Background: an optimization exercise with open tools, aiming at small area. Do not read the settings as production practice. Function was checked by simulation only, so behaviour that the tests miss may differ from the original. Power figures rest on the tool's default switching activity, not on a simulated workload.

==> inputs of build 8 <==
Design sdadc_engine, start of the top module:
module sdadc_engine (
    input  wire        clk,
    input  wire        rst,           
    input  wire        tick_i,        
    input  wire        cmd_valid,
    input  wire [31:0] cmd_word,
    output wire        cmd_ready,
    output reg         rsp_valid,
    output wire [2:0]  rsp_status,
    output wire [31:0] rsp_value,
    output wire [3:0]  rsp_recn,
    input  wire        reg_wr_en,
    input  wire [2:0]  reg_wr_addr,
    input  wire [31:0] reg_wr_data,
    input  wire [3:0]  reg_rd_addr,
    output wire [31:0] reg_rd_data,
    input  wire        pin_grant,
    output wire        sclk_o,
    output wire        sclk_oe,
    output wire        din_o,
    output wire        din_oe,
    output wire        dout_o,
    output wire        dout_oe,
    input  wire        dout_i
);
export LEC_CHECK = 0
export CAP_MARGIN = 20
export CORE_MARGIN = 2
export CORE_UTILIZATION = 40
export SLEW_MARGIN = 20
export SYNTH_HIERARCHICAL = 1
export SYNTH_MINIMUM_KEEP_SIZE = 0
create_clock -name core_clock -period 10.0 [get_ports {clk}]
standard.sh (not shown) runs the stock make flow with config.mk's settings and CLKGATE_MAP_FILE= SYNTH_SCRIPT=/design/flow/synth_recipe.tcl, a recipe that flattens the netlist after the stock synthesis.
==> flow/flow/run.sh <==
#!/bin/bash
# Layout flow: the standard flow (standard.sh) with these changes
#  - synthesis maps the logic with an area-oriented ABC script (amap) instead
#    of ORFS's delay-oriented one; the Yosys steps, and so the registers, are
#    the standard synthesis's;
#  - every port still gets a buffer, but a buf_1 instead of the default pick;
#  - the clock tree is built from clkbuf_8 without dummy loads.
# Each make run's full output goes to its own log file here.
set -uo pipefail
here=$(pwd)

# a copy of ORFS's scripts whose only change is the ABC script
rm -rf "$here/scripts_area"
cp -r "$FLOW_HOME/scripts" "$here/scripts_area"
cp "$here/flow/abc_area_map.script" "$here/scripts_area/abc_speed.script"

bash standard.sh SCRIPTS_DIR="$here/scripts_area" synth > "$here/synth.log" 2>&1 || exit 1

export BUFFER_PORTS_ARGS="-buffer_cell sky130_fd_sc_hd__buf_1"
export CTS_ARGS="-sink_clustering_enable -repair_clock_nets -sink_clustering_size 16 -sink_clustering_max_diameter 60 -buf_list sky130_fd_sc_hd__clkbuf_8 -dont_use_dummy_load"
bash standard.sh > "$here/layout.log" 2>&1
==> flow/flow/abc_area_map.script <==
strash
dc2
dch
amap
strash
dch
amap
strash
dch
amap
topo
stime -c
==> trial 13 (differences from build 8) <==
--- a/flow/design.v
+++ b/flow/design.v
@@ -391,17 +391,17 @@
     wire o_rdbit   = o_low & ~op_q[2] & ~op_q[1];          
     wire o_wrbit   = o_low & op_q[1] & ~op_q[0];           
     wire o_chiprst = op_q[5] & ~op_q[4];                   
     wire o_attach  = op_q[5] & op_q[4] & ~op_q[0];         
     wire o_ad      = op_q[5] & op_q[4];                    
     wire o_poll    = o_frame | o_waitrdy;
     wire width_bad = (m_width == 4'd0) || (m_width > 4'd8);
     wire addr_bad  = (shift_q[15:8] & ~reg_mask) != 8'd0;
-    wire [7:0] cw = (o_regrd ? cmd_rd : cmd_wr) | shift_q[15:8];
+    wire [7:0] cw = (o_regrd ? cmd_rd : cmd_wr) | (shift_q[15:8] & reg_mask);
     wire       cell_bit = (phase == P_CMD) ? cw[bitcnt[2:0]] : shift_q[bitcnt[2:0]];
     wire cell_is_write = (phase == P_CMD) || (phase == P_PAYLOAD) ||
                          ((phase == P_PRIM) && o_wrbit);
     wire cell_samples  = (phase == P_RDATA) || ((phase == P_DATA) && o_rawrd) ||
                          ((phase == P_PRIM) && o_rdbit);
     wire [2:0] wr_start = m_shared ? S_DIROUT : S_DAT;
     wire [3:0]  hold_g1, tmo_g1;               
     wire [4:0]  hold_gc, tmo_gc;               
@@ -610,17 +610,17 @@
                                 end
                             end
                             P_RECOVER: begin
                                 n_recn = recn_q + 4'd1;
                                 n_sub  = S_TEST;
                             end
                             P_ENTER: begin
                                 n_phase = P_CMD;
-                                n_bit   = {2'b0, m_width[2:0] - 3'd1};    
+                                n_bit   = {1'b0, m_width - 4'd1};
                                 n_sub   = wr_start;
                             end
                             P_CMD: begin
                                 n_sub = wr_start;
                                 if (bit_last) begin
                                     n_bit = 5'd7;
                                     n_phase = o_regrd ? P_TURN : P_PAYLOAD;
                                 end
==> build 79 (differences from build 8) <==
--- a/flow/design.v
+++ b/flow/design.v
@@ -68,18 +68,16 @@
     reg         drive;
     reg         clk_q, data_q, dir_q;
     reg  [23:0] result_q;
     reg  [3:0]  recn_q;
     reg  [2:0]  code_q;
     reg  [7:0]  lastop_q;
     reg  [31:0] lasttmo_q;
     reg  [63:0] now_q;
-    reg         done_any;      
-    reg         res_any;       
     reg  [7:0]  op_q;          
     reg         fmt_q;         
     reg  [23:0] shift_q;       
     reg  [31:0] holdn_q;       
     reg  [31:0] tmon_q;        
     wire idle   = (phase == P_IDLE);
     wire accept = cmd_valid & idle;
     assign cmd_ready = idle;
@@ -91,20 +89,20 @@
     assign dout_oe = drive & m_shared & dir_q;
     wire last_val = (code_q == ST_OK) &&
                     ((lastop_q == 8'h01) || (lastop_q == 8'h10) || (lastop_q == 8'h12));
     wire last_raw = (code_q == ST_OK) && (lastop_q == 8'h10);
     assign rsp_status = code_q;
     assign rsp_value  = last_val ? {{8{result_q[23]}}, result_q} : 32'd0;
     assign rsp_recn   = last_raw ? recn_q : 4'd0;
     wire [15:0] rsel  = 16'd1 << reg_rd_addr;
-    wire        rsel9  = rsel[9] & res_any;
-    wire        rsel10 = rsel[10] & done_any;
-    wire        rsel11 = rsel[11] & done_any;
-    wire [8:0]  sr0 = {recn_q, code_q & {3{done_any}}, ~idle, drive};
+    wire        rsel9  = rsel[9];
+    wire        rsel10 = rsel[10];
+    wire        rsel11 = rsel[11];
+    wire [8:0]  sr0 = {recn_q, code_q, ~idle, drive};
     wire [4:0]  sr6 = {drive, dout_i, dir_q, data_q, clk_q};
     wire rd0_0;
     sdadc_ao222 u_rd0_0 (.a0(rsel[0]), .b0(cr_mode[0]), .a1(rsel[1]), .b1(cr_cmdcode[0]), .a2(rsel[2]), .b2(cr_timeout[0]), .yn(rd0_0));
     wire rd0_1;
     sdadc_ao222 u_rd0_1 (.a0(rsel[3]), .b0(cr_t_high[0]), .a1(rsel[4]), .b1(cr_t_low[0]), .a2(rsel[5]), .b2(cr_t_poll[0]), .yn(rd0_1));
     wire rd0_2;
     sdadc_ao222 u_rd0_2 (.a0(rsel[6]), .b0(cr_t_reset[0]), .a1(rsel[7]), .b1(cr_t_startup[0]), .a2(rsel[8]), .b2(sr0[0]), .yn(rd0_2));
     wire rd0_3;
@@ -644,34 +642,32 @@
                 end
             endcase
         end
         endcase
         if (cmpl) n_phase = P_IDLE;
     end
     wire res_we = cmpl && (cst == ST_OK) && ((phase == P_RECOVER) || o_regrd || o_rdbit);
     wire wr_ok = reg_wr_en & idle;
-    wire [31:0] wd0 = reg_wr_data & {32{~rst}};     
-    wire [31:0] wd1 = reg_wr_data | {32{rst}};      
     wire [7:0]  we  = {8{wr_ok}} & (8'd1 << reg_wr_addr);
-    wire [7:0]  cre = we | {8{rst}};
-    wire [7:0]  cren = ~cre;
+    wire [7:0]  cren = ~(we | {8{rst}});
+    wire [7:0]  crwe = we & {8{~rst}};
     wire [14:0] m_d;
     wire [23:0] cmdcode_d;
     wire [31:0] timeout_d, t_high_d, t_low_d, t_poll_d, t_reset_d, t_startup_d;
-    sdadc_ld #(15) u_ld0 (.en(cre[0]), .enn(cren[0]),
-        .w({wd0[19], wd1[18], wd0[17:8], wd0[2:0]}),                        
+    sdadc_cr #(15, 15'h2000) u_ld0 (.en(crwe[0]), .enn(cren[0]), .rst(rst),        
+        .w({reg_wr_data[19:8], reg_wr_data[2:0]}),
         .q({m_width, m_recmax, m_trail, m_recheck, m_dinv, m_shared}), .d(m_d));
-    sdadc_ld #(24) u_ld1 (.en(cre[1]), .enn(cren[1]), .w(((wd1[23:0] & 24'h07_0008) | (wd0[23:0] & ~24'h07_0008))), .q(cr_cmdcode),   .d(cmdcode_d));
-    sdadc_ld #(32) u_ld2 (.en(cre[2]), .enn(cren[2]), .w(((wd1 & 32'd100000) | (wd0 & ~32'd100000))),    .q(cr_timeout),   .d(timeout_d));
-    sdadc_ld #(32) u_ld3 (.en(cre[3]), .enn(cren[3]), .w(((wd1 & 32'd2) | (wd0 & ~32'd2))),         .q(cr_t_high),    .d(t_high_d));
-    sdadc_ld #(32) u_ld4 (.en(cre[4]), .enn(cren[4]), .w(((wd1 & 32'd2) | (wd0 & ~32'd2))),         .q(cr_t_low),     .d(t_low_d));
-    sdadc_ld #(32) u_ld5 (.en(cre[5]), .enn(cren[5]), .w(((wd1 & 32'd10) | (wd0 & ~32'd10))),        .q(cr_t_poll),    .d(t_poll_d));
-    sdadc_ld #(32) u_ld6 (.en(cre[6]), .enn(cren[6]), .w(((wd1 & 32'd1000) | (wd0 & ~32'd1000))),      .q(cr_t_reset),   .d(t_reset_d));
-    sdadc_ld #(32) u_ld7 (.en(cre[7]), .enn(cren[7]), .w(((wd1 & 32'd100) | (wd0 & ~32'd100))),       .q(cr_t_startup), .d(t_startup_d));
+    sdadc_cr #(24, 24'h07_0008) u_ld1 (.en(crwe[1]), .enn(cren[1]), .rst(rst), .w(reg_wr_data[23:0]), .q(cr_cmdcode),   .d(cmdcode_d));
+    sdadc_cr #(32, 32'd100000)  u_ld2 (.en(crwe[2]), .enn(cren[2]), .rst(rst), .w(reg_wr_data),       .q(cr_timeout),   .d(timeout_d));
+    sdadc_cr #(32, 32'd2)       u_ld3 (.en(crwe[3]), .enn(cren[3]), .rst(rst), .w(reg_wr_data),       .q(cr_t_high),    .d(t_high_d));
+    sdadc_cr #(32, 32'd2)       u_ld4 (.en(crwe[4]), .enn(cren[4]), .rst(rst), .w(reg_wr_data),       .q(cr_t_low),     .d(t_low_d));
+    sdadc_cr #(32, 32'd10)      u_ld5 (.en(crwe[5]), .enn(cren[5]), .rst(rst), .w(reg_wr_data),       .q(cr_t_poll),    .d(t_poll_d));
+    sdadc_cr #(32, 32'd1000)    u_ld6 (.en(crwe[6]), .enn(cren[6]), .rst(rst), .w(reg_wr_data),       .q(cr_t_reset),   .d(t_reset_d));
+    sdadc_cr #(32, 32'd100)     u_ld7 (.en(crwe[7]), .enn(cren[7]), .rst(rst), .w(reg_wr_data),       .q(cr_t_startup), .d(t_startup_d));
     always @(posedge clk) begin
         {m_width, m_recmax, m_trail, m_recheck, m_dinv, m_shared} <= m_d;
         cr_cmdcode   <= cmdcode_d;
         cr_timeout   <= timeout_d;
         cr_t_high    <= t_high_d;
         cr_t_low     <= t_low_d;
         cr_t_poll    <= t_poll_d;
         cr_t_reset   <= t_reset_d;
@@ -682,29 +678,25 @@
             phase     <= P_IDLE;
             drive     <= 1'b0;
             clk_q     <= 1'b0;
             data_q    <= 1'b0;
             dir_q     <= 1'b0;
             recn_q    <= 4'd0;
             now_q     <= 64'd0;
             rsp_valid <= 1'b0;
-            done_any  <= 1'b0;
-            res_any   <= 1'b0;
         end else begin
             phase     <= n_phase;
             drive     <= n_drive;
             clk_q     <= n_clk;
             data_q    <= n_data;
             dir_q     <= n_dir;
             recn_q    <= n_recn;
             now_q     <= now_q ^ now_inc;
             rsp_valid <= cmpl;
-            if (cmpl)   done_any <= 1'b1;
-            if (res_we) res_any  <= 1'b1;
         end
     end
     wire [7:0]  now_g1;                        
     wire [8:0]  now_gc;                        
     wire [63:0] now_inc;                       
     assign now_gc[0] = tick_i;
     genvar gi, bi;
     generate
@@ -716,21 +708,23 @@
             for (bi = 0; bi < 8; bi = bi + 1) begin : g_bit
                 assign now_inc[8*gi+bi] = c[bi];
                 assign c[bi+1] = c[bi] & now_q[8*gi+bi];
             end
         end
     endgenerate
     wire [42:0] last_d;
     wire [23:0] result_d;
-    sdadc_ld #(43) u_ldl (.en(cmpl), .enn(~cmpl), .w({cst, op_q, cr_timeout}),
+    sdadc_ld #(43) u_ldl (.en(cmpl & ~rst), .enn(~(cmpl | rst)), .w({cst, op_q, cr_timeout}),
                           .q({code_q, lastop_q, lasttmo_q}), .d(last_d));
-    sdadc_ld #(24) u_ldr (.en(res_we), .enn(~res_we),
-                          .w({shift_q[23:8] & {16{o_rawrd}}, shift_q[7:0]}),
-                          .q(result_q), .d(result_d));
+    wire res_we_hi = res_we & o_rawrd;
+    sdadc_ld #(16) u_ldr1 (.en(res_we_hi & ~rst), .enn(~(res_we | rst)), .w(shift_q[23:8]),
+                           .q(result_q[23:8]), .d(result_d[23:8]));
+    sdadc_ld #(8)  u_ldr0 (.en(res_we & ~rst), .enn(~(res_we | rst)), .w(shift_q[7:0]),
+                           .q(result_q[7:0]), .d(result_d[7:0]));
     always @(posedge clk) begin
         {code_q, lastop_q, lasttmo_q} <= last_d;
         result_q <= result_d;
     end
     wire [8:0]  opf_d;
     wire [23:0] shift_d;
     wire        sh_hold = ~idle & ~shift_en;
     sdadc_ld #(9) u_ldo (.en(idle), .enn(~idle), .w({w_op, w_fmt}), .q({op_q, fmt_q}), .d(opf_d));
@@ -780,8 +774,15 @@
 endmodule
 module sdadc_ld3 #(parameter W = 1) (
     input  wire         e0, e1, e2,
     input  wire [W-1:0] w0, w1, w2,
     output wire [W-1:0] d
 );
     assign d = ({W{e0}} & w0) | ({W{e1}} & w1) | ({W{e2}} & w2);
 endmodule
+module sdadc_cr #(parameter W = 1, parameter [W-1:0] RV = 0) (
+    input  wire         en, enn, rst,
+    input  wire [W-1:0] w, q,
+    output wire [W-1:0] d
+);
+    assign d = ({W{en}} & w) | ({W{enn}} & q) | ({W{rst}} & RV);
+endmodule
--- a/flow/flow/run.sh
+++ b/flow/flow/run.sh
@@ -12,10 +12,12 @@
 # a copy of ORFS's scripts whose only change is the ABC script
 rm -rf "$here/scripts_area"
 cp -r "$FLOW_HOME/scripts" "$here/scripts_area"
 cp "$here/flow/abc_area_map.script" "$here/scripts_area/abc_speed.script"
 
 bash standard.sh SCRIPTS_DIR="$here/scripts_area" synth > "$here/synth.log" 2>&1 || exit 1
 
 export BUFFER_PORTS_ARGS="-buffer_cell sky130_fd_sc_hd__buf_1"
+# repair buffering with buf_2 and smaller
+export DONT_USE_CELLS="sky130_fd_sc_hd__buf_4 sky130_fd_sc_hd__buf_6 sky130_fd_sc_hd__buf_8 sky130_fd_sc_hd__buf_12 sky130_fd_sc_hd__buf_16"
 export CTS_ARGS="-sink_clustering_enable -repair_clock_nets -sink_clustering_size 16 -sink_clustering_max_diameter 60 -buf_list sky130_fd_sc_hd__clkbuf_8 -dont_use_dummy_load"
 bash standard.sh > "$here/layout.log" 2>&1
==> summary of the runs <==
Against build 79, the combinational power of trial 13 is larger by about 30%. In clock-buffer cell count, build 8 and build 79 do not differ. Die area: build 79 < build 8 < trial 13. Via count: build 79 < trial 13 < build 8. Against trial 13, the first-iteration DRC count of build 79 is lower by 7.4%. In build 8 the core utilization is lower than in trial 13, by 0.14 points. Against trial 13, the sequential share of layout area of build 79 is higher by 0.62 points. Non-clock buffer count: build 79 > trial 13 > build 8. Worst setup slack, lowest first: build 8, trial 13, build 79. The highest final cell count belongs to trial 13, the lowest to build 79.

## separate check: timing with driven ports
Ports are ideal in the flow. The routed layouts listed here were re-timed in OpenROAD. Step 1 sets driving cells, clkbuf_16 on the clock port and buf_2 on the other inputs (assumed; they add their load-dependent delay and slew). Step 2 also shifts input and output timing later by t, the mid clock arrival at the registers, as if the neighbouring blocks saw the same clock. Slacks: ideal ports / drivers / drivers and shift; pairs: ideal ports / drivers.
run | shift t [ns] | setup WS [ns] | worst setup path at the end | worst register clock-pin slew, ns | pins driven straight from the clock port
build 8 | 0.686 | 3.012 / 3.036 / 2.350 | input to register | 0.11 / 0.11 | 1
trial 13 | 0.685 | 3.672 / 3.639 / 3.510 | input to register | 0.11 / 0.11 | 1
build 79 | 0.666 | 3.798 / 3.758 / 3.724 | input to register | 0.11 / 0.11 | 1
After both steps every run listed still meets setup and hold. The setup slack of build 8, which loses most, moves by +0.024 ns with the drivers and by -0.662 ns with both steps.
